Context: an optimization exercise on an open-source flow, tuned for small area. The choices shown serve that exercise and are no tape-out recipe. The RTL was checked by simulation tests, not by an equivalence proof against the original design. Power is estimated from default activity; no workload was simulated.

## v57
// ubx_navpvt_rx
module ubx_navpvt_rx (
    input  wire         clk,
    input  wire         rst,         
    input  wire         in_valid,
    output wire         in_ready,
    input  wire [7:0]   in_byte,
    input  wire [31:0]  now,
    input  wire         cb_set,
    input  wire         cb_en,
    input  wire         msg_load,    
    input  wire         fix_load,    
    input  wire [31:0]  cnt_data,
    output reg          fix_event,
    output wire [703:0] rec,
    output reg          valid_fix,
    output reg  [31:0]  msg_count,
    output reg  [31:0]  fix_count,
    output wire [31:0]  fix_age
);
    reg  [6:0]   pos;
    reg  [7:0]   ck_a;
    reg  [7:0]   ck_b;
    reg          ck_a_ok;
    reg  [687:0] wrec;         
    reg  [687:0] crec;         
    reg          committed;    
    reg  [31:0]  last_fix_ts;
    reg          hook_en;
    assign in_ready = 1'b1;
    assign rec = {crec, 5'd0, {3{committed}}, 7'd0, committed};
    wire in_body   = (pos >= 7'd4) && (pos <= 7'd89);
    wire shift     = in_valid && in_body;
    wire do_ckb    = in_valid && (pos == 7'd91);
    wire do_commit = do_ckb && ck_a_ok && (ck_b == in_byte);
    wire [7:0] w_fixtype = wrec[8*22 +: 8];    
    wire w_is_fix  = (w_fixtype != 8'd0) && (w_fixtype != 8'd5);
    wire do_fix    = do_commit && w_is_fix;
    wire [7:0] ck_a_next = ck_a + in_byte;
    always @(posedge clk) begin
        if (rst) begin
            pos <= 7'd0;
        end else if (in_valid) begin
            case (pos)
                7'd0: pos <= (in_byte == 8'hB5) ? 7'd1 : 7'd0;
                7'd1: pos <= (in_byte == 8'h62) ? 7'd2 : 7'd0;
  ...
export LEC_CHECK = 0
export CAP_MARGIN = 20
export CORE_MARGIN = 2
export CORE_UTILIZATION = 70
export PLACE_DENSITY = 0.78
export SLEW_MARGIN = 20
export SYNTH_HIERARCHICAL = 1
export SYNTH_MINIMUM_KEEP_SIZE = 0
create_clock -name core_clock -period 8.0 [get_ports {clk}]
standard.sh (not shown) runs the stock make flow with config.mk's settings and CLKGATE_MAP_FILE= SYNTH_SCRIPT=/design/flow/synth_recipe.tcl, a recipe that flattens the netlist after the stock synthesis.
==> flow/flow/run.sh <==
#!/bin/bash
# Layout flow: the standard ORFS layout (standard.sh) with two changes:
#  - the port buffers that placement puts on every input and output are the
#    smallest buffer cell, sky130_fd_sc_hd__buf_1;
#  - clock tree synthesis uses clkbuf_4 cells, smaller sink clusters than the
#    default and no dummy loads.
set -euo pipefail
export BUFFER_PORTS_ARGS="-buffer_cell sky130_fd_sc_hd__buf_1"
export CTS_ARGS="-sink_clustering_enable -repair_clock_nets -dont_use_dummy_load -buf_list sky130_fd_sc_hd__clkbuf_4 -sink_clustering_size 10 -sink_clustering_max_diameter 40"
bash standard.sh finish > standard_flow.log 2>&1
v57 finished all stages; the layout is clean.
Relative to v57, the following input files were edited for v49:
Settings: swapping 70 for 76 in CORE_UTILIZATION; swapping 0.78 for 0.84 in PLACE_DENSITY.
### Flow results
- v49 finished end to end and its layout was clean on timing, DRC and antenna.
- Going from v57 to v49, placeable core area decreased by 4600 µm² relative to the old numbers; clock buffer instance count of the final layout grew by about 0.6%; length in cells of the worst reg-to-reg path went down; met2 usage rose by 4.1 points.
## Diff of input files: v27 against v49
Settings: changing CORE_UTILIZATION from 76 to 70; changing PLACE_DENSITY from 0.84 to 0.78.
==> flow/run.sh (new file) <==
#!/bin/bash
# synth_recipe.tcl (not shown) runs the flow's synth.tcl, then flattens the netlist and writes it again
# the make line also repeats each setting of config.mk as NAME=value (left out here)
make -C /OpenROAD-flow-scripts/flow DESIGN_CONFIG=/design/flow/config.mk WORK_HOME=/design/flow/orfs CLKGATE_MAP_FILE= SYNTH_SCRIPT=/design/flow/synth_recipe.tcl finish
removed: flow/flow/run.sh
removed: flow/standard.sh
### Flow results
Of v49 and v27, only v27 never reached the final stage. Tool error GRT-0232 stopped v27 during global routing (5_1_grt); no final results. Going from v49 to v27, the number of buffers created by CTS was found to have gone down by 21%. On v27: routability congestion estimate is 4.3% lower than what v49 gave. v27 -> v49: synthesized netlist cell count delta 0, exact match. As far as total clock sinks goes, v27 and v49 are indistinguishable; the numbers are identical. For the overall die height, v27 came in 4.1% higher than v49 did. Post-synthesis instance area across v49 and v27: no real change. Reported for v49 and v27, mean cell area of the mapped netlist turned out identical to the last digit. v27 against v49: standard cell area after detailed placement saw an increase; half-perimeter wire length after placement picked up an extra 8.8%; worst-case setup slack after placement fell 0.63 ns.
For v50, these inputs were changed with respect to v27:
Settings: an added GPL_ROUTABILITY_DRIVEN of 0; an added GPL_TIMING_DRIVEN of 0.
==> flow/flow/run.sh (new file) <==
#!/bin/bash
# Layout flow: the standard ORFS layout (standard.sh) with two changes:
#  - the port buffers that placement puts on every input and output are the
#    smallest buffer cell, sky130_fd_sc_hd__buf_1;
#  - clock tree synthesis uses clkbuf_4 cells, smaller sink clusters than the
#    default and no dummy loads.
set -euo pipefail
export BUFFER_PORTS_ARGS="-buffer_cell sky130_fd_sc_hd__buf_1"
export CTS_ARGS="-sink_clustering_enable -repair_clock_nets -dont_use_dummy_load -buf_list sky130_fd_sc_hd__clkbuf_4 -sink_clustering_size 10 -sink_clustering_max_diameter 40"
bash standard.sh finish > standard_flow.log 2>&1
==> flow/standard.sh (new file) <==
#!/bin/bash
# synth_recipe.tcl (not shown) runs the flow's synth.tcl, then flattens the netlist and writes it again
# the make line also repeats each setting of config.mk as NAME=value (left out here)
make -C /OpenROAD-flow-scripts/flow DESIGN_CONFIG=/design/flow/config.mk WORK_HOME=/design/flow/orfs CLKGATE_MAP_FILE= SYNTH_SCRIPT=/design/flow/synth_recipe.tcl "${@:-finish}"
removed: flow/run.sh
### Flow results
Compare v27 and v50 | post-placement setup slack higher: v50. Re multiplexer share of the synthesized area: no difference whatsoever between v50 and v27. v50 ran to completion and came out clean on the timing, DRC and antenna checks. v27: it failed with a tool error in global routing (5_1_grt), so there are no final results. Between v50 and v27, the share of synthesized cell area in and, or, nand and nor gates figures differ only marginally.
Here is what was changed in the inputs of v40 compared with v50.
Settings: changing CAP_MARGIN from 20 to 5; removing GPL_TIMING_DRIVEN (formerly 0); removing GPL_ROUTABILITY_DRIVEN (formerly 0); changing SLEW_MARGIN from 20 to 5.
[summary]
v40: all stages complete, timing, DRC and antenna checks passed
Changes observed in v40 relative to v50: total power down 0.60%, number of search-and-repair iterations in the first detailed-routing pass higher.
Taking v50 as the reference point, the setup slack of v40 rises by 0.075 ns.

========
## P
Another version of the RTL of ubx_navpvt_rx (not shown whole).
Size in the first run: ~3600 cells after synthesis, ~1500 flip-flops, ~880 I/O pins, about 47000 µm² of cells after synthesis.
==> flow/config.mk <==
export PLATFORM = sky130hd
export DESIGN_NAME = ubx_navpvt_rx
export DESIGN_NICKNAME = ubx_navpvt_rx
export VERILOG_FILES = /design/flow/design.v
export SDC_FILE = /design/flow/constraint.sdc
export NUM_CORES = 4
export LEC_CHECK = 0
export CAP_MARGIN = 20
export CORE_MARGIN = 2
export CORE_UTILIZATION = 70
export PLACE_DENSITY = 0.78
export SLEW_MARGIN = 20
export SYNTH_HIERARCHICAL = 1
export SYNTH_MINIMUM_KEEP_SIZE = 0
==> flow/constraint.sdc <==
create_clock -name core_clock -period 8.0 [get_ports {clk}]
set_input_delay 1.6000 -clock core_clock [delete_from_list [all_inputs] [get_ports {clk}]]
set_output_delay 1.6000 -clock core_clock [all_outputs]
set_load 0.01 [all_outputs]
==> flow/flow/run.sh <==
#!/bin/bash
# Layout flow: the standard ORFS layout (standard.sh) with two changes:
#  - the port buffers that placement puts on every input and output are the
#    smallest buffer cell, sky130_fd_sc_hd__buf_1;
#  - clock tree synthesis uses clkbuf_4 cells, smaller sink clusters than the
#    default and no dummy loads.
set -euo pipefail
export BUFFER_PORTS_ARGS="-buffer_cell sky130_fd_sc_hd__buf_1"
export CTS_ARGS="-sink_clustering_enable -repair_clock_nets -dont_use_dummy_load -buf_list sky130_fd_sc_hd__clkbuf_4 -sink_clustering_size 10 -sink_clustering_max_diameter 40"
bash standard.sh finish > standard_flow.log 2>&1
Relative to P, the following input files were edited for Q:
diff --git a/flow/flow/run.sh b/flow/flow/run.sh
--- a/flow/flow/run.sh
+++ b/flow/flow/run.sh
@@ -5 +5 @@
-#  - clock tree synthesis uses clkbuf_4 cells, smaller sink clusters than the
+#  - clock tree synthesis uses clkbuf_8 cells, smaller sink clusters than the
@@ -9 +9 @@
-export CTS_ARGS="-sink_clustering_enable -repair_clock_nets -dont_use_dummy_load -buf_list sky130_fd_sc_hd__clkbuf_4 -sink_clustering_size 10 -sink_clustering_max_diameter 40"
+export CTS_ARGS="-sink_clustering_enable -repair_clock_nets -dont_use_dummy_load -buf_list sky130_fd_sc_hd__clkbuf_8 -sink_clustering_size 16 -sink_clustering_max_diameter 60"
--- outcome ---
- The final layouts of Q and P pass the timing, DRC and antenna checks.
- From P to Q, area of the multi-input gates did not move at all.
- Maximum clock rate (higher): P
- In the metrics for Q and P, the one carrying the lower area growth from synthesis to layout is P.
- Q ends up with a share of power burned in the clock network that is 0.9 points higher than in P.
- Re clock buffer count in the final layout: Q and P aren't equal, and the lower value belongs to Q.
- Of Q and P, Q shows the higher post-route fraction of the period consumed by the critical path, with P below it.
- Combinational cell power of P is on par with Q.

-- re-timing with driven ports --
The results above use ideal ports. As a check the final layouts listed here were re-extracted and re-timed, cells and wires unchanged. Step 1 assumes that a clkbuf_16 drives the clock port and a buf_2 every other input. Step 2 moves the port delays by t, midway between the first and last clock arrival at a register: inputs arrive t later, outputs are due t later. That takes back most of the time a late clock gives input paths. a / b / c = ideal ports / drivers / drivers and shift; a / b = the first two.
run	shift t [ns]	setup WS [ns]	worst setup path at the end	worst slew at a driven data input, ns
v57	1.066	1.519 / 1.488 / 1.488	input to output	0.11
v49	1.073	1.512 / 1.276 / 1.276	input to output	0.27
v50	1.078	1.453 / 1.431 / 1.431	input to output	0.12
v40	1.068	1.528 / 1.497 / 1.497	input to output	0.12
P	1.054	1.954 / 1.919 / 1.919	input to output	0.13
Q	0.788	1.934 / 1.898 / 1.898	input to output	0.12
After both steps every run listed still meets setup and hold. For v49, which loses most, drivers alone change the setup slack by -0.236 ns; drivers and shift together by -0.236 ns.
